This is an optimization exercise on Yosys and OpenROAD, whose aim is small area, a short achievable clock period and few clock cycles per item, not a production implementation. In this exercise RTL edits were held to simulation tests only and were not proved equivalent to the original. Power and IR drop assume default switching activity.

File: flow/constraint.sdc
create_clock -name core_clock -period 8.0 [get_ports {clk}]
set_input_delay 1.6000 -clock core_clock [delete_from_list [all_inputs] [get_ports {clk}]]
set_output_delay 1.6000 -clock core_clock [all_outputs]
set_load 0.01 [all_outputs]
File: flow/config.mk
export PLATFORM = sky130hd
export DESIGN_NAME = escb_rx
export DESIGN_NICKNAME = escb_rx
export VERILOG_FILES = /design/flow/design.v
export SDC_FILE = /design/flow/constraint.sdc
export NUM_CORES = 4
export LEC_CHECK = 0
export CAP_MARGIN = 20
export CORE_MARGIN = 2
export CORE_UTILIZATION = 40
export PLACE_DENSITY = 0.6
export SETUP_SLACK_MARGIN = 5
export SLEW_MARGIN = 20
File: flow/design.v
module escb_rx (
    input  wire        clk,
    input  wire        rst,
    input  wire        mode,            
    input  wire [31:0] dm_start_min,
    input  wire [31:0] dm_start_max,
    input  wire [31:0] dm_short_min,
    input  wire [31:0] dm_short_max,
    input  wire [31:0] dm_long_min,
    input  wire [31:0] dm_long_max,
    input  wire [31:0] dm_end_min,
    input  wire [15:0] pwk_avg,
    input  wire [3:0]  pwk_mult,
    input  wire        pwk_g4,
    input  wire        pwk_inv,
    input  wire [1:0]  pwk_pos,
    input  wire [15:0] q_min_len,
    input  wire [15:0] q_max_len,
    input  wire [31:0] q_min_gap,
    input  wire [31:0] q_max_gap,
    input  wire        in_valid,
    output wire        in_ready,
    input  wire [31:0] in_dur,
    input  wire        in_last,
    output reg         bit_valid,
    output reg         bit_data,
    output reg         res_valid,
    output reg  [1:0]  res_err,
    output reg  [15:0] res_info,
    output reg  [15:0] res_nbits,
    output reg  [1:0]  res_kind,
    output reg  [7:0]  res_xor,
    output reg  [4:0]  res_chk,
    output wire        res_qok,
    output reg  [1:0]  res_qwhy
);
    localparam ERR_NONE   = 2'd0;
    localparam ERR_MALF   = 2'd1;
    localparam ERR_STRUCT = 2'd2;
    localparam ERR_CONFIG = 2'd3;
    localparam DM_START  = 2'd0;    
    localparam DM_SYM    = 2'd1;    
    localparam DM_SECOND = 2'd2;    
    localparam DM_DONE   = 2'd3;    
    function ge32;
        input [31:0] x;
        input [31:0] z;
        reg [31:0] g, p;
        reg [15:0] G1, P1;
        reg [3:0]  G2, P2;
        integer i;
        begin
            g = x & ~z;
            p = x | ~z;
            for (i = 0; i < 16; i = i + 1) begin
                G1[i] = g[2*i+1] | (p[2*i+1] & g[2*i]);
                P1[i] = p[2*i+1] & p[2*i];
            end
            for (i = 0; i < 4; i = i + 1) begin
                G2[i] = G1[4*i+3] | (P1[4*i+3] & G1[4*i+2]) |
                        (P1[4*i+3] & P1[4*i+2] & G1[4*i+1]) |
                        (P1[4*i+3] & P1[4*i+2] & P1[4*i+1] & G1[4*i]);
                P2[i] = P1[4*i+3] & P1[4*i+2] & P1[4*i+1] & P1[4*i];
            end
            ge32 = G2[3] | (P2[3] & G2[2]) | (P2[3] & P2[2] & G2[1]) |
                   (P2[3] & P2[2] & P2[1] & (G2[0] | P2[0]));
        end
    endfunction
    function inw32;
        input [31:0] v;
        input [31:0] lo;
        input [31:0] hi;
        begin
            inw32 = ge32(v, lo) & ge32(hi, v);
        end
    endfunction
    reg [4:0]  warm;        
    reg [3:0]  pcs;         
    reg [14:0] psh;         
    wire       rdy = warm[4];
    assign in_ready = rdy;
    wire accept = in_valid & rdy;
    wire [15:0] wsel = 16'd1 << warm[3:0];
    wire        abit = |(pwk_avg & wsel);
    wire [4:0]  psum = (warm[3:0] == 4'd0 ? 5'd0 : {1'b0, pcs}) +
                       (abit ? {1'b0, pwk_mult} : 5'd0);
    always @(posedge clk) begin
        if (rst || !in_valid)
            warm <= 5'd0;
        else if (!rdy)
            warm <= warm + 5'd1;
        if (!rdy) begin
            pcs <= psum[4:1];
            psh <= {psum[0], psh[14:1]};
        end
    end
    wire [18:0] thr = {pcs, psh};    
    reg        f0;          
    reg [15:0] num;         
    reg        v1;          
    reg        l1;          
    reg        c_start, c_short, c_long, c_end;
    reg        c_pwk;       
    reg        c_gap;       
    reg        c_len;       
    wire [15:0] num_acc = f0 ? 16'd1 : num + 16'd1;    
    always @(posedge clk) begin
        if (rst) begin
            v1 <= 1'b0;
            f0 <= 1'b1;
        end else begin
            v1 <= accept;
            if (accept)
                f0 <= in_last;
        end
        if (accept)
            num <= num_acc;
        l1      <= in_last;
        c_start <= inw32(in_dur, dm_start_min, dm_start_max);
        c_short <= inw32(in_dur, dm_short_min, dm_short_max);
        c_long  <= inw32(in_dur, dm_long_min, dm_long_max);
        c_end   <= ge32(in_dur, dm_end_min);
        c_pwk   <= ~ge32({13'd0, thr}, in_dur);
        c_gap   <= inw32(in_dur, q_min_gap, q_max_gap);
        c_len   <= inw32({16'd0, num_acc}, {16'd0, q_min_len}, {16'd0, q_max_len});
    end
    reg [1:0]  dm_state;
    reg [1:0]  pwk_pend;    
    wire first = (dm_state == DM_START);
    reg        dm_emit;
    reg        dm_ebit;
    reg [1:0]  dm_nstate;
    reg        dm_fail;     
    reg        dm_term;     
    reg [1:0]  dm_nkind;
    always @(*) begin
        dm_emit   = 1'b0;
        dm_ebit   = 1'b0;
        dm_nstate = dm_state;
        dm_fail   = 1'b0;
        dm_term   = 1'b0;
        dm_nkind  = 2'd0;
        case (dm_state)
            DM_START: begin
                if (c_start) begin
                    dm_nstate = DM_SYM;
                end else begin
                    dm_nstate = DM_DONE;
                    dm_fail   = 1'b1;
                end
            end
            DM_SYM: begin
                if (c_end) begin
                    dm_nstate = DM_DONE;
                    dm_term   = 1'b1;
                    dm_nkind  = 2'd1;
                end else if (c_long) begin
                    dm_emit   = 1'b1;
                end else if (c_short) begin
                    if (l1) begin
                        dm_emit   = 1'b1;
                        dm_ebit   = 1'b1;
                        dm_nstate = DM_DONE;
                        dm_term   = 1'b1;
                        dm_nkind  = 2'd2;
                    end else begin
                        dm_nstate = DM_SECOND;
                    end
                end else begin
                    dm_nstate = DM_DONE;
                    dm_fail   = 1'b1;
                end
            end
            DM_SECOND: begin
                if (c_end) begin
                    dm_emit   = 1'b1;
                    dm_ebit   = 1'b1;
                    dm_nstate = DM_DONE;
                    dm_term   = 1'b1;
                    dm_nkind  = 2'd3;
                end else if (c_short) begin
                    dm_emit   = 1'b1;
                    dm_ebit   = 1'b1;
                    dm_nstate = DM_SYM;
                end else begin
                    dm_nstate = DM_DONE;
                    dm_fail   = 1'b1;
                end
            end
            default: ;
        endcase
    end
    wire       pwk_k1   = pwk_g4 ? (num[1:0] == 2'd2) : !num[0];             
    wire       pwk_kpos = pwk_g4 ? (num[1:0] == pwk_pos + 2'd1)
                                 : (num[0] != pwk_pos[0]);                   
    wire       pwk_gnz  = pwk_g4 ? (|num[15:3] | (num[2] & |num[1:0]))
                                 : (|num[15:2] | (num[1] & num[0]));         
    wire       pwk_gpar = pwk_g4 ? (num[2] ^ (num[1:0] == 2'd0))
                                 : (num[1] ^ !num[0]);                       
    wire       pwk_emit = pwk_k1 && pwk_gnz;
    wire       pwk_ebit = pwk_pend[~pwk_gpar] ^ pwk_inv;
    wire       pwk_cfg_bad = !pwk_g4 && pwk_pos[1];
    wire       emit = mode ? pwk_emit : dm_emit;
    wire       ebit = mode ? pwk_ebit : dm_ebit;
    wire clr = v1 & first;    
    wire xe  = v1 & emit & ebit;
    always @(posedge clk) begin
        if (rst) begin
            dm_state  <= DM_START;
            bit_valid <= 1'b0;
            res_valid <= 1'b0;
        end else begin
            bit_valid <= v1 && emit;
            res_valid <= v1 && l1;
            if (v1)
                dm_state <= l1 ? DM_START : dm_nstate;
        end
    end
    always @(posedge clk) begin
        bit_data <= ebit;
        if (clr)
            res_nbits <= 16'd0;
        else if (v1 && emit)
            res_nbits <= res_nbits + 16'd1;
        res_xor <= clr ? 8'd0
                       : res_xor ^ ({8{xe}} & (8'h80 >> res_nbits[2:0]));
        res_chk <= clr ? 5'd0
                       : res_chk ^ ({5{xe}} & {1'b1, !res_nbits[0],
                                               res_nbits[1:0] == 2'd0,
                                               res_nbits[0],
                                               res_nbits[1:0] == 2'd3});
        if (v1) begin
            if (pwk_kpos)
                pwk_pend[pwk_gpar] <= c_pwk;
            if (mode) begin
                if (l1) begin
                    res_kind <= 2'd0;
                    if (pwk_cfg_bad) begin
                        res_err  <= ERR_CONFIG;
                        res_info <= 16'h0100;
                    end else begin
                        res_err  <= pwk_k1 ? ERR_NONE : ERR_STRUCT;
                        res_info <= num;
                    end
                end
            end else if (first) begin
                res_err  <= c_start ? ERR_NONE : ERR_MALF;
                res_info <= c_start ? num : 16'd0;
                res_kind <= 2'd0;
            end else if (dm_state != DM_DONE) begin
                if (dm_fail)
                    res_err <= ERR_MALF;
                else
                    res_info <= num;
                if (dm_term)
                    res_kind <= dm_nkind;
            end
            if (l1)
                res_qwhy <= !c_len ? 2'd1 : !c_gap ? 2'd2 : 2'd0;
        end
    end
    assign res_qok = (res_qwhy == 2'd0);
endmodule
File: flow/flow/run.sh
#!/bin/bash
# The standard layout, with every port buffered by the smallest buffer
# (buf_1) instead of the flow's default pick; the resizer upsizes the ones
# that need it.
set -euo pipefail
export BUFFER_PORTS_ARGS="-buffer_cell sky130_fd_sc_hd__buf_1"
bash standard.sh > standard.log 2>&1
File: flow/standard.sh
#!/bin/bash
# synth_recipe.tcl (not shown) runs the flow's synth.tcl, then flattens the netlist and writes it again
# the make line also repeats each setting of config.mk as NAME=value (left out here)
make -C /OpenROAD-flow-scripts/flow DESIGN_CONFIG=/design/flow/config.mk WORK_HOME=/design/flow/orfs CLKGATE_MAP_FILE= SYNTH_SCRIPT=/design/flow/synth_recipe.tcl "${@:-finish}"
==> results of run 1 <==
## layout by cell type (no fill, tap or decap), drive strengths merged, types with 9 or more instances in the layout
cell type  instances
clkbuf            14
ha                25
mux2i              9
a221oi            19
buf              493
a21o              13
nand2b            61
o22ai             48
dfxtp             49
maj3             126
a31oi             10
o21bai            10
a22o              12
a211oi             9
nor2             108
o211ai            15
xnor2             11
nand2             83
a21oi             66
edfxtp            59
xor2              28
o221ai            17
nand4             14
clkinvlp          13
a222oi            16
a22oi             22
nor3              18
nand3             29
clkinv             9
and2              23
or3                9
inv              114
nor4              10
o21ai             51
o31ai              9
nor2b             53
## power by group
group	internal (mW)	switching, mW	leakage (nW)
Clock	0.221	0.227	0.147
Combinational	0.227	0.272	3.97
Sequential	0.603	0.0185	1.01
## registers in the layout (all words and copies together), names as in the netlist, 2 cells and up, named ones only
name and flops:
res_info 16, dm_state 2, res_nbits 16, num 16, warm 5, res_kind 2, res_qwhy 2, pcs 4
res_chk 5, res_err 2, res_xor 8, psh 15
## cell families (layout without fill, tap and decap cells)
| kind of cell | Yosys count | count (layout) |
|---|---|---|
| XOR/XNOR | 39 | 39 |
| flip-flops | 108 | 108 |
| buffers and inverters | 178 | 643 |
| other | 0 | 5 |
| adder cells (fa/ha/maj) | 152 | 152 |
| AND/OR/NAND/NOR | 439 | 440 |
| multiplexers | 9 | 9 |
| AO/OA/AOI/OAI | 367 | 367 |
## per-layer routing
metal  vias to the layer above  global-route usage  wire length, um
met1                      5730               0.373            17100
met3                       111              0.0382             2850
met2                       587               0.490            19900
met4                         0               0.168             2100
li1                       5714                   -                -
met5                         -                   0                0
## repair_timing
action	in CTS	in global routing
endpoints found under the setup margin	37	31
pin swaps	36	43
gates resized for setup	117	64
buffers inserted	35	25
cloned	2	1
## worst max-delay path by stage
stage / from / endpoint / slack (ns) / cells past startpoint
floorplan: in_dur[8] / c_short$_DFF_P_ / 4.33 / 10
global placement: in_dur[13] / c_end$_DFF_P_ / 3.43 / 10
detailed placement: in_dur[17] / c_short$_DFF_P_ / 3.45 / 10
CTS: dm_short_max[8] / c_short$_DFF_P_ / 4.45 / 10
global route: dm_short_max[8] / c_short$_DFF_P_ / 4.44 / 10
finish: q_max_gap[0] / c_gap$_DFF_P_ / 4.53 / 10
## area by class of cell
| type | count | area (um2) | share of cell area |
|---|---|---|---|
| diodes | 5 | 12.5 | 0.000908 |
| flip-flops and latches | 108 | 2750 | 0.200 |
| multi-input cells | 1007 | 7380 | 0.535 |
| repair buffers | 498 | 2350 | 0.171 |
| clock inverters | 7 | 63.8 | 0.00463 |
| repair inverters | 1 | 5.00 | 0.000363 |
| clock buffers | 9 | 225 | 0.0163 |
| inverters | 128 | 582 | 0.0422 |
| well taps | 330 | 413 | 0.0300 |
## through the flow
step                power (mW)  hold WS, ns   util  cells  instance area [um2]
finish                    1.57        0.480  0.546   2093                13800
global route              1.64        0.497  0.546   2093                13800
CTS                       1.54        0.487  0.528   2062                13300
detailed placement        1.06        0.457  0.492   2009                12400
global placement          1.05        0.468  0.492   2009                12400
floorplan                0.884        0.404      -   1292                10600
## worst reg2reg max path: cells and delay by family (launching register included)
| kind | cells | cell delay (ns) |
|---|---|---|
| DFF | 1 | 0.52 |
| adders and majority gates | 3 | 1.04 |
| and+or+nand+nor | 1 | 0.20 |
| buffers and inverters | 2 | 0.25 |
| AOI/OAI and AO/OA | 6 | 0.99 |
==> reports/results.ini, run 1 <==
[outcome]
status = complete, no violations

[synth]
synth_async_sr_flop_share = 0
synthSimpleGateAreaFrac = 0.219
netlist_area_um2 = 10300
ys_seq_area_frac = 0.267
synthAdderAreaFrac = 0.156
yosysTopAreaCellShare = 0.172
syn_inst = 1292
synthXorXnorAreaFrac = 0.0331
synth_compound_area_frac = 0.251
synthMuxAreaShare = 0.00874
synth_fp_nets = 1699
synth_area_per_cell_um2 = 7.98
synthDistinctLibCells = 75
synthFlopType = edfxtp_1
ys_ff_latch = 108
synth_edf_count = 59
yosysWarnings = 1
netlist_top_cells_count = inv_1, maj3_1, nor2_1
synthTopCellsByArea = edfxtp_1, maj3_1, dfxtp_1
synth_top_cell_by_area = edfxtp_1
synth_top_family_by_area = compound AO/OA/AOI/OAI gates

[critical_path]
slowest_stage = maj3_2
cp.buffers_inverters = 1
r2r_slack_ns = 4.88
r2r_start = num[1]$_DFFE_PP_
worstSetupPathType = in -> reg
cp-start-kind = input pin
crit_path_max_incr_delay_ns = 0.33
critical_path.max_fanout = 1
critical_path_arrival_ns = 3.71
crit_required_ns = 8.24
cpMostUsedCell = maj3_2
r2r-end = c_len$_DFF_P_
cpLargestDelayFamily = adder cells
cp-end-kind = flop
r2r_cells = 12
path_cells = buf_1 > nand2b_4 > maj3_2 > maj3_2 > maj3_2 > maj3_2 > maj3_2 > o21ai_4 > a31o_4 > a221oi_2

[sta]
max_freq_mhz = 288
period_share = 0.434
slew_violations = 0
tightest_slew_ns = 1.06
min_period_ns = 3.47
finalWorstSetupSlack_ns = 4.53
relSlewSlack = 0.292
setup_viol = 0
rsz0062_at_grt = yes
hold_viol_final = 0
setup_tns_ns = 0
fin_skew_ns = 0.0112

[clocking]
cts_tree = built
clock_latency_ns = 0.36
htree_levels = 3
cts_buffer_depth = 2
clkSinkCount = 108
cts_root_buf = clkbuf_16
cts_hold_buf = 0
cts_buffers = 9
cts.reportedPaths.clkPinSlew_ns = 0.08

[global_routing]
grt_max_degree = 30
grt_pass1_vias = 11400
antenna_found_initial = 5
grt_pass1_wl_um = 61700
grtUsageTotal = 0.296
overflow = 0

[route]
drt-total-wl_um = 42000
vias_per_cell = 5.80
ant_nets = 0
dr.first_iter.drc_count = 880
post_drt_wl_per_cell_um = 20.0
vias = 12100
route.detailed.drc = 0
drt_first_pass_iters = 8

[floorplanning]
ios = 437
die_h_um = 165
core_area_um2 = 25300
die_area_um2 = 27100
row_count = 58
start_util = 0.408
die_x_um = 165

[placed_design]
gp_congestion = 1.02
pre_cts_ws_ns = 3.45
dp_hpwl_um = 33400
io_buffer_count = 436

[power]
ir_drop_uv = 119
power_density_nw_per_um2 = 114
p_leak_nw = 5.13

[worst_hold_path]
min-delay-start = psh[1]$_DFFE_PN_
hold_path.class = reg -> reg
hold_end = psh[0]$_DFFE_PN_
hold_depth = 0

[finish]
area_delta_synth_final_pct = 33.7
n_fill_cell = 2548
nets = 2160
layout-drive-gt1-share = 0.147

[run]
max_cap_violations = 0

Testbench counts, summed over its fixed seeds: cycles 230,227, pulses 229,075.
==> inputs of run 2 (changes only) <==
--- a/flow/design.v
+++ b/flow/design.v
@@ -75,26 +75,33 @@
         end
     endfunction
     reg [4:0]  warm;        
-    reg [3:0]  pcs;         
+    reg [2:0]  pss;         
+    reg [3:0]  psc;         
     reg [14:0] psh;         
     wire       rdy = warm[4];
     assign in_ready = rdy;
     wire accept = in_valid & rdy;
     wire [15:0] wsel = 16'd1 << warm[3:0];
     wire        abit = |(pwk_avg & wsel);
-    wire [4:0]  psum = (warm[3:0] == 4'd0 ? 5'd0 : {1'b0, pcs}) +
-                       (abit ? {1'b0, pwk_mult} : 5'd0);
+    wire        pstart = (warm[3:0] == 4'd0);
+    wire [3:0]  pa = pstart ? 4'd0 : {1'b0, pss};
+    wire [3:0]  pb = pstart ? 4'd0 : psc;
+    wire [3:0]  pc = abit ? pwk_mult : 4'd0;
+    wire [3:0]  fs = pa ^ pb ^ pc;
+    wire [3:0]  fc = (pa & pb) | (pa & pc) | (pb & pc);
     always @(posedge clk) begin
         if (rst || !in_valid)
             warm <= 5'd0;
         else if (!rdy)
             warm <= warm + 5'd1;
         if (!rdy) begin
-            pcs <= psum[4:1];
-            psh <= {psum[0], psh[14:1]};
-        end
-    end
-    wire [18:0] thr = {pcs, psh};    
+            pss <= fs[3:1];
+            psc <= fc;
+            psh <= {fs[0], psh[14:1]};
+        end
+    end
+    wire [3:0]  ptop = {1'b0, pss} + psc;    
+    wire [18:0] thr = {ptop, psh};           
     reg        f0;          
     reg [15:0] num;         
     reg        v1;          
@@ -125,7 +132,16 @@
         c_len   <= inw32({16'd0, num_acc}, {16'd0, q_min_len}, {16'd0, q_max_len});
     end
     reg [1:0]  dm_state;
-    reg [1:0]  pwk_pend;    
+    reg        pwk_pend0;   
+    reg        pwk_pend1;   
+    reg        s_mode, s_g4, s_inv;
+    reg [1:0]  s_pos;
+    always @(posedge clk) begin
+        s_mode <= mode;
+        s_g4   <= pwk_g4;
+        s_inv  <= pwk_inv;
+        s_pos  <= pwk_pos;
+    end
     wire first = (dm_state == DM_START);
     reg        dm_emit;
     reg        dm_ebit;
@@ -190,18 +206,18 @@
             default: ;
         endcase
     end
-    wire       pwk_k1   = pwk_g4 ? (num[1:0] == 2'd2) : !num[0];             
-    wire       pwk_kpos = pwk_g4 ? (num[1:0] == pwk_pos + 2'd1)
-                                 : (num[0] != pwk_pos[0]);                   
-    wire       pwk_gnz  = pwk_g4 ? (|num[15:3] | (num[2] & |num[1:0]))
+    wire       pwk_k1   = s_g4 ? (num[1:0] == 2'd2) : !num[0];             
+    wire       pwk_kpos = s_g4 ? (num[1:0] == s_pos + 2'd1)
+                                 : (num[0] != s_pos[0]);                   
+    wire       pwk_gnz  = s_g4 ? (|num[15:3] | (num[2] & |num[1:0]))
                                  : (|num[15:2] | (num[1] & num[0]));         
-    wire       pwk_gpar = pwk_g4 ? (num[2] ^ (num[1:0] == 2'd0))
+    wire       pwk_gpar = s_g4 ? (num[2] ^ (num[1:0] == 2'd0))
                                  : (num[1] ^ !num[0]);                       
     wire       pwk_emit = pwk_k1 && pwk_gnz;
-    wire       pwk_ebit = pwk_pend[~pwk_gpar] ^ pwk_inv;
-    wire       pwk_cfg_bad = !pwk_g4 && pwk_pos[1];
-    wire       emit = mode ? pwk_emit : dm_emit;
-    wire       ebit = mode ? pwk_ebit : dm_ebit;
+    wire       pwk_ebit = (pwk_gpar ? pwk_pend0 : pwk_pend1) ^ s_inv;
+    wire       pwk_cfg_bad = !s_g4 && s_pos[1];
+    wire       emit = s_mode ? pwk_emit : dm_emit;
+    wire       ebit = s_mode ? pwk_ebit : dm_ebit;
     wire clr = v1 & first;    
     wire xe  = v1 & emit & ebit;
     always @(posedge clk) begin
@@ -230,9 +246,11 @@
                                                res_nbits[0],
                                                res_nbits[1:0] == 2'd3});
         if (v1) begin
-            if (pwk_kpos)
-                pwk_pend[pwk_gpar] <= c_pwk;
-            if (mode) begin
+            if (pwk_kpos && !pwk_gpar)
+                pwk_pend0 <= c_pwk;
+            if (pwk_kpos && pwk_gpar)
+                pwk_pend1 <= c_pwk;
+            if (s_mode) begin
                 if (l1) begin
                     res_kind <= 2'd0;
                     if (pwk_cfg_bad) begin
==> flow/flow/run.sh (replaced) <==
#!/bin/bash
# Layout: the standard flow (standard.sh), with two changes:
#  - synthesis runs flow/synth.tcl, the standard synthesis script with a
#    different ABC mapping script (flow/abc.script); registers are untouched;
#  - every port is buffered by the smallest buffer (buf_1) instead of the
#    flow's default pick; the resizer upsizes the ones that need it.
# Each step's full log is in orfs/logs/; make's output is in synth.log and
# standard.log.
set -euo pipefail
here=$(pwd)
export BUFFER_PORTS_ARGS="-buffer_cell sky130_fd_sc_hd__buf_1"
# the make command of standard.sh, run for synthesis with our script
cmd=$(grep -m1 '^make -C ' standard.sh)
cmd=${cmd%\"\$\{@:-finish\}\"}
cmd=$(echo "$cmd" | sed -E "s#SYNTH_SCRIPT=[^ ]+#SYNTH_SCRIPT=$here/flow/synth.tcl#")
echo "$cmd synth" > synth.cmd
eval "$cmd synth" > synth.log 2>&1
bash standard.sh > standard.log 2>&1
==> flow/flow/abc.script (new file) <==
strash
dc2
dch
map -D 1200
==> flow/flow/synth.tcl (new file) <==
# The standard synthesis script (synth_recipe.tcl), except that ABC maps the
# combinational logic with the script in abc.script beside this file
# (structural choices, then the delay-targeted standard-cell mapper)
# instead of ORFS's abc_speed script. Flip-flop mapping and register names
# are unchanged.
proc synth {args} { yosys synth -nofsm -noshare {*}$args }
set my_abc_script [file join [file dirname [file normalize [info script]]] abc.script]
proc abc {args} {
  global my_abc_script
  set out {}
  set skip 0
  foreach a $args {
    if {$skip} { set skip 0; continue }
    if {$a eq "-script" || $a eq "-D"} { set skip 1; continue }
    lappend out $a
  }
  puts "abc with $my_abc_script"
  yosys abc -script $my_abc_script {*}$out
}
source $::env(SCRIPTS_DIR)/synth.tcl
# left out here: clear keep_hierarchy, flatten, clean up, hide names made inside functions, write 1_2_yosys.v
==> reports/results.ini, run 2 <==
[outcome]
status = complete, no violations

[sta]
fin_skew_ns = 0.0120
relSlewSlack = 0.405
setup_tns_ns = 0
rsz0062_at_grt = yes
period_share = 0.371
setup_viol = 0
finalWorstSetupSlack_ns = 5.03
min_period_ns = 2.97
hold_viol_final = 0
slew_violations = 0
max_freq_mhz = 337
tightest_slew_ns = 0.887
hold_slack_ns = 0.447

[synth]
yosysTopAreaCellShare = 0.199
synth_area_per_cell_um2 = 7.14
synthTopCellsByArea = edfxtp_1, dfxtp_1, nand2_1
synth_top_cell_by_area = edfxtp_1
syn_inst = 1309
synth.most_common_cell = nand2_1
synthDistinctLibCells = 42
yosysWarnings = 1
synth_fp_nets = 1719
netlist_area_um2 = 9350
ys_ff_latch = 116
synthFlopType = edfxtp_1
synth_async_sr_flop_share = 0
netlist_top_cells_count = nand2_1, clkinv_1, nor2_1
ys_seq_area_frac = 0.315
synth_edf_count = 62

[power]
switching_share = 0.298
pwr-share-seq = 0.369
p_comb_frac = 0.224
p_sw_mw = 0.540
total_power_mw = 1.82
p_leak_nw = 4.58
power_density_nw_per_um2 = 144
ir_drop_uv = 150
p_clk_frac = 0.407
internal_power_mw = 1.28

[placed_design]
dp_hpwl_um = 31900
dpl_cell_area_um2 = 11400
gp_congestion = 1.04
io_buffer_count = 436
pre_cts_ws_ns = 4.20

[worst_hold_path]
hold_path.class = reg -> reg

[finish]
top_regs = num x16, res_info x16, res_nbits x16
n_antenna_cell = 0
final_common_cell = buf_1
finalInstanceArea_um2 = 12600
nets = 2219
layout-drive-gt1-share = 0.108
area_delta_synth_final_pct = 35.4
layout_common_cells = buf_1, nand2_1, clkinv_1

[route]
vias_per_cell = 5.66
drt_first_pass_iters = 6
vias = 12100
drt-total-wl_um = 39800
ant_nets = 0
dr.first_iter.drc_count = 959
route.detailed.drc = 0
post_drt_wl_per_cell_um = 18.7

[global_routing]
grt_pass1_wl_um = 59300
antenna_found_initial = 2
overflow = 0
grtUsageTotal = 0.311
grt_pass1_vias = 11000
grt_max_degree = 27

[clocking]
cts_hold_buf = 0
cts_buffers = 17
cts_buffer_depth = 2
cts_tree = built
cts_root_buf = clkbuf_16
cts.reportedPaths.clkPinSlew_ns = 0.06
htree_levels = 4
clock_latency_ns = 0.41
clkSinkCount = 116

[critical_path]
cp-start-kind = input pin
crit_path_max_incr_delay_ns = 0.28
slowest_stage = a31oi_1
cp-end-kind = flop
cpMostUsedCell = a21oi_1
cpLargestDelayFamily = compound AO/OA/AOI/OAI gates
critical_path_arrival_ns = 3.32
path_cells = buf_4 > clkinv_4 > buf_4 > nand2_1 > o21ai_0 > a21oi_1 > o22ai_1 > a21oi_1 > o21ai_1 > a21oi_1 > o211ai_1 > a31oi_1 > o21ai_1 > nand3_1
cp.buffers_inverters = 3
worstSetupPathType = in -> reg
crit_required_ns = 8.35
critical_path.max_fanout = 7

[floorplanning]
core_area_um2 = 22800
ios = 437
row_count = 55
start_util = 0.410
die_area_um2 = 24600
die_x_um = 157
die_h_um = 157

[run]
max_cap_violations = 0

run 2: cell types whose count changed after synthesis, sizes merged, moves of 25 or more:
| cell | change |
|---|---|
| clkinv | +171 |
| maj3 | -125 |
| nand2 | +120 |
| inv | -119 |
| a22oi | +62 |
| nand2b | -61 |
| a21oi | +58 |
| o22ai | +54 |
| nor2b | -53 |
| clkbuf | -42 |
| o21ai | +40 |
| nor2 | +26 |
| xor2 | -25 |
run 2: logic make-up after synthesis:
kind of cell / share of synthesized area
compound gates: 0.357
simple gates: 0.208
buf+inv: 0.0723
flops: 0.315
fa+ha+maj: 0.0431
xor+xnor: 0.00469
run 2: final timing paths:
path                         startpoint                     to  slack [ns]  cells after the start
setup reg to reg       num[0]$_DFFE_PP_          c_len$_DFF_P_        5.08                     14
hold reg to reg   res_chk[2]$_SDFF_PP0_  res_chk[2]$_SDFF_PP0_        0.45                      1
setup / recovery              in_dur[3]          c_end$_DFF_P_        5.03                     14
hold / removal    res_chk[2]$_SDFF_PP0_  res_chk[2]$_SDFF_PP0_        0.45                      1
run 2: layout make-up:
type	count	area [um2]
fillers	2299	10100
multi-input cells	1013	5960
flip-flops and latches	116	2950
repair buffers	481	2000
inverters	180	764
clock buffers	22	522
well taps	313	392
clock inverters	9	63.8
run 2: what timing repair did:
item	4_1_cts	5_1_grt
gates cloned	0	0
endpoints found under the hold margin	0	0
endpoints found under the setup margin	19	24
buffers inserted	9	34
gates resized for setup	42	91
pin swaps	2	33
run 2: per-layer routing:
metal,wire length [um],up-vias,global-route usage
met4,1090,4,0.0961
met3,3250,71,0.0698
li1,-,5893,-
met2,18800,559,0.528
met5,27,-,0
met1,16600,5557,0.392
run 2: power by group through the flow:
| stage | clock (mW) | sequential (mW) | combinational (mW) |
|---|---|---|---|
| 6_report | 0.740 | 0.670 | 0.407 |
| 5_1_grt | 0.778 | 0.672 | 0.450 |
| 4_1_cts | 0.752 | 0.669 | 0.379 |
| 3_5_place_dp | 0 | 0.681 | 0.371 |
| 3_3_place_gp | 0 | 0.681 | 0.368 |
| 2_1_floorplan | 0 | 0.673 | 0.209 |
run 2: worst register-to-register path: cells and delay by family (launching register included):
family	cells	cell delay (ns)
adders and majority gates	1	0.16
AOI/OAI and AO/OA	3	0.50
buffers and inverters	2	0.32
and+or+nand+nor	8	1.40
DFF	1	0.43
run 2: per-stage QoR:
stage | instances | util
3_3_place_gp | 2060 | 0.500
2_1_floorplan | 1309 | -
3_5_place_dp | 2060 | 0.500
4_1_cts | 2100 | 0.534
5_1_grt | 2134 | 0.555
6_report | 2134 | 0.555
Testbench counts of run 2, summed over its fixed seeds: cycles 230,227, pulses 229,075.
==> inputs of run 3 (changes only) <==
--- a/flow/design.v
+++ b/flow/design.v
@@ -30,7 +30,7 @@
     output reg  [15:0] res_nbits,
     output reg  [1:0]  res_kind,
     output reg  [7:0]  res_xor,
-    output reg  [4:0]  res_chk,
+    output wire [4:0]  res_chk,
     output wire        res_qok,
     output reg  [1:0]  res_qwhy
 );
@@ -106,7 +106,8 @@
     reg [15:0] num;         
     reg        v1;          
     reg        l1;          
-    reg        c_start, c_short, c_long, c_end;
+    reg        c_sw;        
+    reg        c_long, c_end;
     reg        c_pwk;       
     reg        c_gap;       
     reg        c_len;       
@@ -123,8 +124,8 @@
         if (accept)
             num <= num_acc;
         l1      <= in_last;
-        c_start <= inw32(in_dur, dm_start_min, dm_start_max);
-        c_short <= inw32(in_dur, dm_short_min, dm_short_max);
+        c_sw    <= inw32(in_dur, f0 ? dm_start_min : dm_short_min,
+                                 f0 ? dm_start_max : dm_short_max);
         c_long  <= inw32(in_dur, dm_long_min, dm_long_max);
         c_end   <= ge32(in_dur, dm_end_min);
         c_pwk   <= ~ge32({13'd0, thr}, in_dur);
@@ -143,6 +144,8 @@
         s_pos  <= pwk_pos;
     end
     wire first = (dm_state == DM_START);
+    wire c_start = c_sw;
+    wire c_short = c_sw;
     reg        dm_emit;
     reg        dm_ebit;
     reg [1:0]  dm_nstate;
@@ -240,11 +243,6 @@
             res_nbits <= res_nbits + 16'd1;
         res_xor <= clr ? 8'd0
                        : res_xor ^ ({8{xe}} & (8'h80 >> res_nbits[2:0]));
-        res_chk <= clr ? 5'd0
-                       : res_chk ^ ({5{xe}} & {1'b1, !res_nbits[0],
-                                               res_nbits[1:0] == 2'd0,
-                                               res_nbits[0],
-                                               res_nbits[1:0] == 2'd3});
         if (v1) begin
             if (pwk_kpos && !pwk_gpar)
                 pwk_pend0 <= c_pwk;
@@ -277,5 +275,7 @@
                 res_qwhy <= !c_len ? 2'd1 : !c_gap ? 2'd2 : 2'd0;
         end
     end
+    wire [3:0] nb = res_xor[7:4] ^ res_xor[3:0];
+    assign res_chk = {^res_xor, nb[3] ^ nb[1], nb[3], nb[2] ^ nb[0], nb[0]};
     assign res_qok = (res_qwhy == 2'd0);
 endmodule
==> reports/results.ini, run 3 <==
[placed_design]
gp_congestion = 0.962
pre_cts_ws_ns = 4.22
dpl_cell_area_um2 = 11300
io_buffer_count = 436
dp_hpwl_um = 31400

[sta]
finalWorstSetupSlack_ns = 4.97
relSlewSlack = 0.460
fin_skew_ns = 0.0119
rsz0062_at_grt = yes
hold_slack_ns = 0.441
setup_viol = 0
slew_violations = 0
tightest_slew_ns = 0.807
max_freq_mhz = 330
hold_viol_final = 0
setup_tns_ns = 0
min_period_ns = 3.03
period_share = 0.378

[finish]
top_regs = num x16, res_info x16, res_nbits x16
layout-drive-gt1-share = 0.112
n_fill_cell = 2329
n_antenna_cell = 0
nets = 2224
final_common_cell = buf_1
finalInstanceArea_um2 = 12300
area_delta_synth_final_pct = 33.6
layout_common_cells = buf_1, nand2_1, clkinv_1

[critical_path]
r2r_start = num[1]$_DFFE_PP_
worstSetupPathType = in -> reg
r2r_cells = 11
crit_required_ns = 8.25
slowest_stage = a31oi_2
path_cells = buf_1 > nand2_2 > o21ai_2 > o221ai_2 > a21oi_1 > o221ai_1 > a31oi_1 > o221ai_1 > a31oi_2 > o22ai_1 > a21oi_1 > a21oi_1
r2r-end = res_nbits[15]$_SDFFE_PP0P_
cp-end-kind = flop
cpMostUsedCell = a21oi_1
cp-start-kind = input pin
crit_path_max_incr_delay_ns = 0.28
critical_path_arrival_ns = 3.28
critical_path.max_fanout = 2
r2r_slack_ns = 4.99

[clocking]
htree_levels = 3
cts_buffers = 9
cts.reportedPaths.clkPinSlew_ns = 0.09
cts_buffer_depth = 2
cts_root_buf = clkbuf_16
cts_hold_buf = 0
clkSinkCount = 110
clock_latency_ns = 0.36
cts_tree = built

[global_routing]
antenna_found_initial = 1
grtUsageTotal = 0.304
grt_pass1_wl_um = 57900
grt_pass1_vias = 10700
grt_max_degree = 62
overflow = 0

[synth]
synth_area_per_cell_um2 = 6.99
netlist_top_cells_count = nand2_1, clkinv_1, nor2_1
synthTopCellsByArea = edfxtp_1, nand2_1, dfxtp_1
synth_fp_nets = 1730
netlist_area_um2 = 9230
synth_top_cell_by_area = edfxtp_1
synth.most_common_cell = nand2_1
ys_seq_area_frac = 0.306
synthFlopType = edfxtp_1
synthDistinctLibCells = 45
ys_ff_latch = 110
yosysTopAreaCellShare = 0.202
synth_async_sr_flop_share = 0
yosysWarnings = 1
syn_inst = 1320
synth_edf_count = 62

[run]
max_cap_violations = 0

[route]
drt-total-wl_um = 39200
route.detailed.drc = 0
vias_per_cell = 5.65
post_drt_wl_per_cell_um = 18.6
drt_first_pass_iters = 8
vias = 11900
ant_nets = 0
dr.first_iter.drc_count = 970

[outcome]
status = complete, no violations

[floorplanning]
start_util = 0.408
core_area_um2 = 22600
row_count = 55
die_x_um = 156
die_h_um = 156
ios = 437
die_area_um2 = 24300

[power]
power_density_nw_per_um2 = 121
p_leak_nw = 4.70
ir_drop_uv = 104

[worst_hold_path]
min-delay-start = c_pwk$_DFF_P_
hold_depth = 0
hold_end = pwk_pend0$_DFFE_PP_
hold_path.class = reg -> reg

[run 3: cell count changes in the layout (fill, tap and decap cells not counted), sizes merged, moves of 7 or more]
cell / before / now
nand2: 203 / 312
o22ai: 102 / 75
a22oi: 84 / 59
a21oi: 124 / 102
mux2i: 0 / 15
nor3: 35 / 22
clkbuf: 26 / 14
nor2: 134 / 122
o21ai: 91 / 79
xnor2: 2 / 12
nand3: 48 / 39
a31oi: 8 / 15
o221ai: 15 / 22
[run 3: logic make-up (layout without fill, tap and decap cells)]
family	after synthesis	after routing	share of synthesized area
buf+inv	174	673	0.0707
fa+ha+maj	29	29	0.0426
compound gates	437	437	0.308
flops	110	110	0.306
mux	15	15	0.0163
xor+xnor	18	18	0.0171
simple gates	537	537	0.240
[run 3: worst max-delay path by stage]
stage / from / to / slack, ns
after floorplan: f0$_SDFFE_PP1P_ / c_sw$_DFF_P_ / 4.98
after global placement: in_dur[16] / c_long$_DFF_P_ / 4.30
after detailed placement: in_dur[16] / c_long$_DFF_P_ / 4.22
after CTS: num[1]$_DFFE_PP_ / res_nbits[15]$_SDFFE_PP0P_ / 4.94
after global routing: num[1]$_DFFE_PP_ / res_nbits[15]$_SDFFE_PP0P_ / 4.74
final: dm_long_min[1] / c_long$_DFF_P_ / 4.97
[run 3: stage by stage]
stage | total power [mW] | cells | utilization
CTS | 1.48 | 2070 | 0.521
finish | 1.50 | 2104 | 0.545
global route | 1.57 | 2104 | 0.545
global placement | 1.00 | 2045 | 0.498
floorplan | 0.838 | 1320 | -
detailed placement | 1.00 | 2045 | 0.498
[run 3: layout make-up]
class / instances / area [um2] / area share
clock buffer: 9 / 225 / 0.0183
clock inverter: 7 / 86.3 / 0.00700
inverter: 174 / 746 / 0.0605
multi-input combinational: 1036 / 6020 / 0.488
sequential: 110 / 2840 / 0.230
tap: 285 / 357 / 0.0289
timing repair buffer: 481 / 2050 / 0.166
timing repair inverter: 2 / 12.5 / 0.00101
[run 3: critical path, delay by kind of cell]
family	cells	cell delay, ns
AND/OR/NAND/NOR	1	0.08
AO/OA/AOI/OAI	10	1.43
buffers and inverters	1	0.17
[run 3: power by group]
| part | switching (mW) | total, mW | internal, mW |
|---|---|---|---|
| Clock | 0.240 | 0.466 | 0.226 |
| Sequential | 0.0228 | 0.641 | 0.618 |
| Combinational | 0.231 | 0.392 | 0.161 |
| Total | 0.494 | 1.50 | 1.00 |
[run 3: timing repair]
| action | in CTS | in global routing |
|---|---|---|
| setup endpoints to repair | 18 | 21 |
| buffers inserted | 9 | 32 |
| gates cloned | 0 | 2 |
| gates resized for setup | 64 | 88 |
| pin swaps | 0 | 36 |
[run 3: layer usage]
layer | vias up | track usage | share of wire | wire, um
li1 | 5773 | - | - | -
met1 | 5463 | 0.416 | 0.44 | 17400
met2 | 575 | 0.497 | 0.46 | 17900
met3 | 76 | 0.0536 | 0.072 | 2840
met4 | 2 | 0.0804 | 0.026 | 1000
met5 | - | 0 | 0.00033 | 13
Testbench counts of run 3, summed over its fixed seeds: cycles 230,227, pulses 229,075.
==> inputs of run 4 (changes only) <==
--- a/flow/design.v
+++ b/flow/design.v
@@ -110,7 +110,6 @@
     reg        c_long, c_end;
     reg        c_pwk;       
     reg        c_gap;       
-    reg        c_len;       
     wire [15:0] num_acc = f0 ? 16'd1 : num + 16'd1;    
     always @(posedge clk) begin
         if (rst) begin
@@ -130,7 +129,6 @@
         c_end   <= ge32(in_dur, dm_end_min);
         c_pwk   <= ~ge32({13'd0, thr}, in_dur);
         c_gap   <= inw32(in_dur, q_min_gap, q_max_gap);
-        c_len   <= inw32({16'd0, num_acc}, {16'd0, q_min_len}, {16'd0, q_max_len});
     end
     reg [1:0]  dm_state;
     reg        pwk_pend0;   
@@ -220,6 +218,7 @@
     wire       pwk_ebit = (pwk_gpar ? pwk_pend0 : pwk_pend1) ^ s_inv;
     wire       pwk_cfg_bad = !s_g4 && s_pos[1];
     wire       emit = s_mode ? pwk_emit : dm_emit;
+    wire       c_len = inw32({16'd0, num}, {16'd0, q_min_len}, {16'd0, q_max_len});
     wire       ebit = s_mode ? pwk_ebit : dm_ebit;
     wire clr = v1 & first;    
     wire xe  = v1 & emit & ebit;
--- a/flow/config.mk
+++ b/flow/config.mk
@@ -8,6 +8,6 @@
 export CAP_MARGIN = 20
 export CORE_MARGIN = 2
 export CORE_UTILIZATION = 40
-export PLACE_DENSITY = 0.6
+export PLACE_DENSITY = 0.55
 export SETUP_SLACK_MARGIN = 5
 export SLEW_MARGIN = 20
==> reports/results.ini, run 4 <==
[synth]
synthAdderAreaFrac = 0.0445
synth_edf_count = 62
netlist_area_um2 = 9050
synth_async_sr_flop_share = 0
synthTopCellsByArea = edfxtp_1, nand2_1, dfxtp_1
ys_seq_area_frac = 0.310
synth_compound_area_frac = 0.309
synth_top_cell_by_area = edfxtp_1
synthFlopType = edfxtp_1
yosysTopAreaCellShare = 0.206
synthSimpleGateAreaFrac = 0.246
synthXorXnorAreaFrac = 0.0174
syn_inst = 1287
netlist_top_cells_count = nand2_1, clkinv_1, nor2_1
synthMuxAreaShare = 0.0122
synth_area_per_cell_um2 = 7.03
synth_fp_nets = 1697
synthDistinctLibCells = 42
ys_ff_latch = 109
yosysWarnings = 1
synth_top_family_by_area = compound AO/OA/AOI/OAI gates
synth.most_common_cell = nand2_1

[critical_path]
path_cells = buf_6 > or2b_4 > nand2_2 > a21oi_2 > o21ai_1 > a21oi_1 > o21bai_1 > a21oi_1 > o211ai_1 > a21oi_1 > o21bai_1 > nand2_1 > a21oi_2
r2r_start = f0$_SDFFE_PP1P_
cp-start-kind = input pin
r2r_cells = 11
cp-end-kind = flop
crit_path_max_incr_delay_ns = 0.26
critical_path.max_fanout = 1
cpMostUsedCell = a21oi_1
worstSetupPathType = in -> reg
crit_required_ns = 8.30
r2r-end = c_sw$_DFF_P_
slowest_stage = or2b_4
critical_path_arrival_ns = 3.29
r2r_slack_ns = 5.15

[clocking]
htree_levels = 3
clkSinkCount = 109
cts_tree = built
cts_buffer_depth = 2
cts.reportedPaths.clkPinSlew_ns = 0.09
clock_latency_ns = 0.37
cts_buffers = 9
cts_root_buf = clkbuf_16

[finish]
n_antenna_cell = 0
n_fill_cell = 2377
nets = 2180
final_common_cell = buf_1
area_delta_synth_final_pct = 34.3
top_regs = num x16, res_info x16, res_nbits x16
final-seq-area_um2 = 2820
multi_input_area_um2 = 6010
layout_common_cells = buf_1, nand2_1, clkinv_1
layout-drive-gt1-share = 0.108

[sta]
relSlewSlack = 0.372
finalWorstSetupSlack_ns = 5.01
min_period_ns = 2.99
slew_violations = 0
setup_tns_ns = 0
fin_skew_ns = 0.0113
setup_viol = 0
hold_viol_final = 0
tightest_slew_ns = 0.936
max_freq_mhz = 334
rsz0062_at_grt = yes
period_share = 0.374

[route]
route.detailed.drc = 0
ant_nets = 0
drt_first_pass_iters = 5
post_drt_wl_per_cell_um = 18.2
dr.first_iter.drc_count = 895
vias = 11700
vias_per_cell = 5.69
drt-total-wl_um = 37400

[global_routing]
antenna_found_initial = 1
grt_max_degree = 60
overflow = 0
grt_pass1_wl_um = 56400
grt_pass1_vias = 10500
grtUsageTotal = 0.298

[outcome]
status = complete, no violations

[placed_design]
dp_hpwl_um = 30200
gp_congestion = 0.987
pre_cts_ws_ns = 4.37
io_buffer_count = 436

[power]
ir_drop_uv = 124
power_density_nw_per_um2 = 121
p_leak_nw = 4.60

[floorplanning]
start_util = 0.403
ios = 437
die_area_um2 = 23800
core_area_um2 = 22400
row_count = 55
die_h_um = 154
die_x_um = 154

[worst_hold_path]
hold_depth = 2
min-delay-start = res_nbits[15]$_SDFFE_PP0P_
hold_path.class = reg -> reg
hold_end = res_nbits[15]$_SDFFE_PP0P_

[run]
max_cap_violations = 0

run 4: metal layers:
layer	routed length [um]	share of wire	GRT usage	up-vias
met1	16300	0.43	0.407	5480
met2	17500	0.47	0.492	477
met3	2660	0.071	0.0415	58
met4	963	0.026	0.0877	2
li1	-	-	-	5695
met5	16	0.00043	0	-
run 4: power by group:
part	leakage [nW]	internal, mW	total, mW	switching [mW]
clock network	0.151	0.224	0.461	0.237
logic	3.41	0.156	0.378	0.222
registers	1.05	0.610	0.634	0.0238
run 4: cell type report:
cell class              instances  area share
repair buffers                470       0.164
repair inverters                2    0.000926
clock inverters                 7     0.00628
inverters                     147      0.0539
clock buffers                   9      0.0185
flip-flops and latches        109       0.232
well taps                     285      0.0293
multi-input cells            1031       0.495
run 4: logic make-up (layout without fill, tap and decap cells):
| logic type | after synthesis | after routing |
|---|---|---|
| DFF | 109 | 109 |
| xor gates and xnor gates | 18 | 18 |
| adders and majority gates | 30 | 30 |
| muxes | 11 | 11 |
| AOI/OAI and AO/OA | 424 | 424 |
| buffers and inverters | 147 | 635 |
| and+or+nand+nor | 548 | 548 |
run 4: worst max path at each step:
stage,depth (start not counted),endpoint,start
final,13,c_sw$_DFF_P_,dm_short_max[0]
after global routing,13,c_sw$_DFF_P_,dm_short_max[0]
after CTS,17,res_nbits[14]$_SDFFE_PP0P_,num[1]$_SDFFCE_PP0P_
after detailed placement,9,c_gap$_DFF_P_,in_dur[11]
after global placement,9,c_gap$_DFF_P_,in_dur[11]
after floorplan,9,c_long$_DFF_P_,in_dur[20]
run 4: critical path, delay by kind of cell:
| family | cells | cell delay, ns |
|---|---|---|
| buffers and inverters | 1 | 0.07 |
| and+or+nand+nor | 3 | 0.41 |
| AOI/OAI and AO/OA | 9 | 1.19 |
run 4: per-stage QoR:
step / util / instance area (um2) / std cells / hold slack, ns / power (mW)
after floorplan: - / 9080 / 1287 / 0.404 / 0.825
after global placement: 0.494 / 11100 / 2010 / 0.443 / 0.987
after detailed placement: 0.494 / 11100 / 2010 / 0.456 / 0.986
after CTS: 0.518 / 11600 / 2036 / 0.468 / 1.45
after global routing: 0.542 / 12200 / 2060 / 0.502 / 1.55
final: 0.542 / 12200 / 2060 / 0.469 / 1.47
run 4: repair_timing:
item                       4_1_cts  5_1_grt
pin swaps                        5       53
setup buffers                   10       22
setup endpoints to repair       14       19
gates resized for setup         59      112
cloned                           0        2
hold buffers                     0        0
Testbench counts of run 4, summed over its fixed seeds: cycles 230,227, pulses 229,075.
==> inputs of run 5 (changes only) <==
--- a/flow/config.mk
+++ b/flow/config.mk
@@ -8,6 +8,7 @@
 export CAP_MARGIN = 20
 export CORE_MARGIN = 2
 export CORE_UTILIZATION = 40
+export CTS_BUF_LIST = sky130_fd_sc_hd__clkbuf_8
 export PLACE_DENSITY = 0.55
 export SETUP_SLACK_MARGIN = 5
 export SLEW_MARGIN = 20
==> reports/results.ini, run 5 <==
[outcome]
status = complete, no violations

[power]
p_leak_nw = 4.48
total_power_mw = 1.36
ir_drop_uv = 67.7
power_density_nw_per_um2 = 114

[clocking]
cts_hold_buf = 0
cts_tree = built
htree_levels = 3
cts_buffers = 9
clock_latency_ns = 0.40
clkSinkCount = 109
cts_buffer_depth = 2
cts_root_buf = clkbuf_8
cts.reportedPaths.clkPinSlew_ns = 0.12

[synth]
netlist_area_um2 = 9050
synthFlopType = edfxtp_1
synth_top_cell_by_area = edfxtp_1
yosysTopAreaCellShare = 0.206
ys_seq_area_frac = 0.310
synth_edf_count = 62
synth_area_per_cell_um2 = 7.03
synthDistinctLibCells = 42
ys_ff_latch = 109
syn_inst = 1287
synth_fp_nets = 1697
netlist_top_cells_count = nand2_1, clkinv_1, nor2_1
synthTopCellsByArea = edfxtp_1, nand2_1, dfxtp_1
synth_async_sr_flop_share = 0
synth.most_common_cell = nand2_1
yosysWarnings = 1

[critical_path]
r2r_start = num[1]$_SDFFCE_PP0P_
crit_required_ns = 6.40
worstSetupPathType = reg -> out
critical_path.max_fanout = 5
critical_path_arrival_ns = 1.40
cp-end-kind = output pin
r2r_cells = 14
r2r_slack_ns = 5.14
cp-start-kind = flop
r2r-end = res_nbits[14]$_SDFFE_PP0P_

[placed_design]
pre_cts_ws_ns = 4.37
dp_hpwl_um = 30200
dpl_cell_area_um2 = 11100
gp_congestion = 0.987
dp_cells = 2010
io_buffer_count = 436

[sta]
min_period_ns = 3.00
hold_slack_ns = 0.483
fin_skew_ns = 0.0139
max_freq_mhz = 333
slew_violations = 0
rsz0062_at_grt = yes
setup_viol = 0
relSlewSlack = 0.369
finalWorstSetupSlack_ns = 5.00
hold_viol_final = 0
tightest_slew_ns = 0.941
period_share = 0.376
setup_tns_ns = 0

[worst_hold_path]
hold_end = res_nbits[15]$_SDFFE_PP0P_
min-delay-start = res_nbits[15]$_SDFFE_PP0P_
hold_path.class = reg -> reg
hold_depth = 2

[finish]
postLayoutCoreUtil = 0.532
finalInstanceArea_um2 = 11900
nets = 2173
layout-drive-gt1-share = 0.0962
n_antenna_cell = 0
layout_common_cells = buf_1, nand2_1, clkinv_1
final_common_cell = buf_1
area_delta_synth_final_pct = 31.8
layoutNonFillerInstCount = 2053
n_fill_cell = 2392
top_regs = num x16, res_info x16, res_nbits x16

[global_routing]
grt_pass1_wl_um = 56300
grt_pass1_vias = 10500
overflow = 0
antenna_found_initial = 1
grt_max_degree = 60
grtUsageTotal = 0.297

[route]
post_drt_wl_per_cell_um = 18.1
dr.first_iter.drc_count = 823
ant_nets = 0
drt-total-wl_um = 37200
vias = 11700
route.detailed.drc = 0
vias_per_cell = 5.69
drt_first_pass_iters = 5

[floorplanning]
core_area_um2 = 22400
die_area_um2 = 23800
ios = 437
die_h_um = 154
row_count = 55
die_x_um = 154
start_util = 0.403

[run]
max_cap_violations = 0

-- run 5: metal layers --
layer | vias up | global-route usage | part of all wire
li1 | 5675 | - | -
met2 | 493 | 0.493 | 0.47
met4 | 2 | 0.0807 | 0.025
met3 | 59 | 0.0384 | 0.071
met5 | - | 0 | 0.00043
met1 | 5451 | 0.409 | 0.43
-- run 5: how the worst max path moves through the flow --
stage	slack (ns)	from	cells past startpoint	end
after floorplan	5.03	in_dur[20]	9	c_long$_DFF_P_
after global placement	4.39	in_dur[11]	9	c_gap$_DFF_P_
after detailed placement	4.37	in_dur[11]	9	c_gap$_DFF_P_
after CTS	4.96	num[1]$_SDFFCE_PP0P_	17	res_nbits[14]$_SDFFE_PP0P_
after global routing	4.90	dm_short_max[0]	13	c_sw$_DFF_P_
final	5.00	res_xor[0]$_SDFF_PP0_	4	res_chk[4]
-- run 5: cells by family (layout without fill, tap and decap cells) --
family	after synthesis	after routing	share of synthesized area
flops	109	109	0.310
compound gates	424	424	0.309
buf+inv	147	628	0.0610
fa+ha+maj	30	30	0.0445
xor+xnor	18	18	0.0174
simple gates	548	548	0.246
mux	11	11	0.0122
-- run 5: layout make-up --
type	instances	area [um2]	share of cell area
timing repair inverter	1	5.00	0.000420
sequential	109	2820	0.237
inverter	147	644	0.0540
tap	285	357	0.0299
multi-input combinational	1031	5980	0.502
timing repair buffer	464	1920	0.161
clock inverter	7	76.3	0.00640
clock buffer	9	124	0.0104
-- run 5: repair_timing --
action,in CTS,in global routing
pin swaps,3,43
setup buffers,8,18
setup endpoints to repair,16,21
gates cloned,0,1
gates resized for setup,52,90
-- run 5: report_power, final --
group          leakage, nW  total, mW  switching [mW]  internal, mW
logic                 3.32      0.371           0.219         0.151
registers             1.05      0.634          0.0234         0.610
clock network        0.104      0.354           0.228         0.126
total                 4.48       1.36           0.471         0.888
-- run 5: worst max-delay path, stage by stage (launching register included) --
cell and delay [ns]:
dfxtp_4 0.39, xor2_2 0.17, xnor2_1 0.17, xnor2_1 0.13
buf_2 0.14
==> inputs of run 6 (changes only) <==
--- a/flow/config.mk
+++ b/flow/config.mk
@@ -9,6 +9,6 @@
 export CORE_MARGIN = 2
 export CORE_UTILIZATION = 40
 export CTS_BUF_LIST = sky130_fd_sc_hd__clkbuf_8
-export PLACE_DENSITY = 0.55
+export PLACE_DENSITY = 0.6
 export SETUP_SLACK_MARGIN = 5
 export SLEW_MARGIN = 20
==> reports/results.ini, run 6 <==
[route]
ant_nets = 0
vias = 11600
met3_length_um = 2350
drt-total-wl_um = 37300
post_drt_wl_per_cell_um = 18.1
vias_per_cell = 5.63
routed.top_layer = met4
drt_first_pass_iters = 5
dr.first_iter.drc_count = 760
route.detailed.drc = 0
met2WireLength_um = 17400
wirelength_met1_um = 16600

[synth]
yosysTopAreaCellShare = 0.206
synthAdderAreaFrac = 0.0445
synth_top_family_by_area = compound AO/OA/AOI/OAI gates
yosysWarnings = 1
synthMuxAreaShare = 0.0122
syn_inst = 1287
netlist_area_um2 = 9050
synth.most_common_cell = nand2_1
synth_fp_nets = 1697
synthSimpleGateAreaFrac = 0.246
synth_compound_area_frac = 0.309
synthTopCellsByArea = edfxtp_1, nand2_1, dfxtp_1
netlist_top_cells_count = nand2_1, clkinv_1, nor2_1
synth_async_sr_flop_share = 0
synth_top_cell_by_area = edfxtp_1
ys_seq_area_frac = 0.310
synth_area_per_cell_um2 = 7.03
synthDistinctLibCells = 42
synthXorXnorAreaFrac = 0.0174
synthFlopType = edfxtp_1
ys_ff_latch = 109
synth_edf_count = 62

[clocking]
cts_root_buf = clkbuf_8
cts_buffers = 9
cts.reportedPaths.clkPinSlew_ns = 0.11
clkSinkCount = 109
htree_levels = 3
cts_tree = built
clock_latency_ns = 0.39
cts_buffer_depth = 2

[global_routing]
antenna_found_initial = 2
grtUsageTotal = 0.298
grt_max_degree = 61
overflow = 0
grt_pass1_vias = 10600
grt_pass1_wl_um = 56200

[worst_hold_path]
hold_path.class = reg -> reg
hold_end = res_nbits[15]$_SDFFE_PP0P_
hold_depth = 2
min-delay-start = res_nbits[15]$_SDFFE_PP0P_

[critical_path]
r2r-end = res_nbits[14]$_SDFFE_PP0P_
critical_path.max_fanout = 7
cp-end-kind = flop
r2r_cells = 17
crit_required_ns = 8.32
r2r_start = num[0]$_SDFFCE_PP1P_
critical_path_arrival_ns = 3.31
worstSetupPathType = in -> reg
cp-start-kind = input pin
r2r_slack_ns = 5.24

[placed_design]
io_buffer_count = 436
gp_congestion = 0.996
dp_cells = 2010
dpl_cell_area_um2 = 11100
pre_cts_ws_ns = 4.29
dp_hpwl_um = 30500

[floorplanning]
ios = 437
die_h_um = 154
start_util = 0.403
row_count = 55
die_area_um2 = 23800
die_x_um = 154
core_area_um2 = 22400

[sta]
setup_tns_ns = 0
relSlewSlack = 0.398
max_freq_mhz = 334
slew_violations = 0
fin_skew_ns = 0.0158
hold_viol_final = 0
period_share = 0.374
min_period_ns = 2.99
rsz0062_at_grt = yes
tightest_slew_ns = 0.897
setup_viol = 0
finalWorstSetupSlack_ns = 5.01

[power]
power_density_nw_per_um2 = 116
internal_power_mw = 0.943
p_sw_mw = 0.446
ir_drop_uv = 80.8
switching_share = 0.321
p_comb_frac = 0.267
p_clk_frac = 0.277
p_leak_nw = 4.49
pwr-share-seq = 0.456

[finish]
layout-drive-gt1-share = 0.0926
layout_common_cells = buf_1, nand2_1, clkinv_1
n_fill_cell = 2373
nets = 2176
final_common_cell = buf_1
layoutNonFillerInstCount = 2058
top_regs = num x16, res_info x16, res_nbits x16
area_delta_synth_final_pct = 31.7
finalInstanceArea_um2 = 11900

[outcome]
status = complete, no violations

[run]
max_cap_violations = 0

run 6: cell counts after synthesis:
Identical to the previous run, type by type.
run 6: critical path, cell delays in order:
cell and delay [ns]:
buf_2 0.13, clkinv_4 0.09, buf_4 0.15, o22ai_1 0.15
o2bb2ai_1 0.09, o21ai_0 0.08, nand2_1 0.07, a21oi_1 0.12
o21ai_0 0.09, a21oi_1 0.16, o22ai_1 0.11, a21oi_1 0.22
o21ai_0 0.12, a22oi_1 0.14
run 6: worst max-delay path by stage:
stage	startpoint	endpoint	slack (ns)	depth (start not counted)
after floorplan	in_dur[20]	c_long$_DFF_P_	5.03	9
after global placement	in_dur[5]	c_long$_DFF_P_	4.33	10
after detailed placement	in_dur[3]	c_end$_DFF_P_	4.29	11
after CTS	dm_long_min[0]	c_long$_DFF_P_	5.00	12
after global routing	in_dur[1]	c_gap$_DFF_P_	4.86	14
final	in_dur[2]	c_gap$_DFF_P_	5.01	14
run 6: logic make-up after synthesis:
logic type	Yosys count
adder cells (fa/ha/maj)	30
AO/OA/AOI/OAI	424
XOR/XNOR	18
flip-flops	109
AND/OR/NAND/NOR	548
multiplexers	11
buffers and inverters	147
run 6: power groups by stage:
stage | combinational, mW | sequential, mW | clock (mW)
2_1_floorplan | 0.189 | 0.637 | 0
3_3_place_gp | 0.337 | 0.647 | 0
3_5_place_dp | 0.338 | 0.646 | 0
4_1_cts | 0.351 | 0.633 | 0.389
5_1_grt | 0.410 | 0.636 | 0.412
6_report | 0.371 | 0.633 | 0.385
run 6: cell type report:
class	count	area [um2]	share of cell area
repair buffers	468	1940	0.163
inverters	147	643	0.0539
diodes	2	5.00	0.000420
well taps	285	357	0.0299
multi-input cells	1031	5930	0.497
clock buffers	9	124	0.0104
clock inverters	7	101	0.00850
flip-flops and latches	109	2830	0.237
run 6: per-stage QoR:
stage           util  power [mW]  hold slack (ns)
6_report       0.531        1.39            0.465
5_1_grt        0.531        1.46            0.494
4_1_cts        0.518        1.37            0.464
3_5_place_dp   0.494       0.984            0.447
3_3_place_gp   0.494       0.984            0.443
2_1_floorplan      -       0.825            0.404
run 6: what timing repair did:
| action | CTS | global route |
|---|---|---|
| cloned | 0 | 0 |
| hold buffers | 0 | 0 |
| hold endpoints to repair | 0 | 0 |
| endpoints found under the setup margin | 13 | 17 |
| gates resized for setup | 72 | 58 |
| setup buffers | 16 | 14 |
| pin swaps | 21 | 17 |
run 6: layer usage:
layer,vias to the layer above,GRT usage
met3,61,0.0524
met4,0,0.0917
met2,476,0.496
met5,-,0
met1,5354,0.396
li1,5690,-

[port drivers added, routing unchanged]
In the flow no input, the clock included, has a driving cell. The finished layouts below were timed again as built, in two steps.
Step 1 sets driving cells, clkbuf_16 on the clock port and buf_2 on the other inputs (assumed; they add their load-dependent delay and slew).
Step 2 moves the port delays by t, midway between the first and last clock arrival at a register: inputs arrive t later, outputs are due t later. That takes back most of the time a late clock gives input paths.
Slacks: ideal ports / drivers / drivers and shift; pairs: ideal ports / drivers.
run	t, ns	slack for setup (ns)	worst setup path after step 2	latest minus earliest clock arrival (ns)	worst data-port slew with drivers (ns)
run 1	0.397	4.526 / 4.479 / 4.083	input to register	0.013 / 0.013	0.12
run 2	0.454	5.034 / 5.053 / 4.599	input to register	0.012 / 0.012	0.11
run 3	0.407	4.972 / 4.965 / 4.558	input to register	0.015 / 0.015	0.10
run 4	0.412	5.009 / 5.002 / 4.606	input to register	0.011 / 0.012	0.10
run 5	0.440	4.996 / 4.947 / 4.590	input to register	0.014 / 0.014	0.09
run 6	0.434	5.009 / 4.961 / 4.595	input to register	0.015 / 0.016	0.09
After both steps setup and hold are still met in every run listed. For run 1, which loses most, drivers alone change the setup slack by -0.047 ns; drivers and shift together by -0.443 ns.
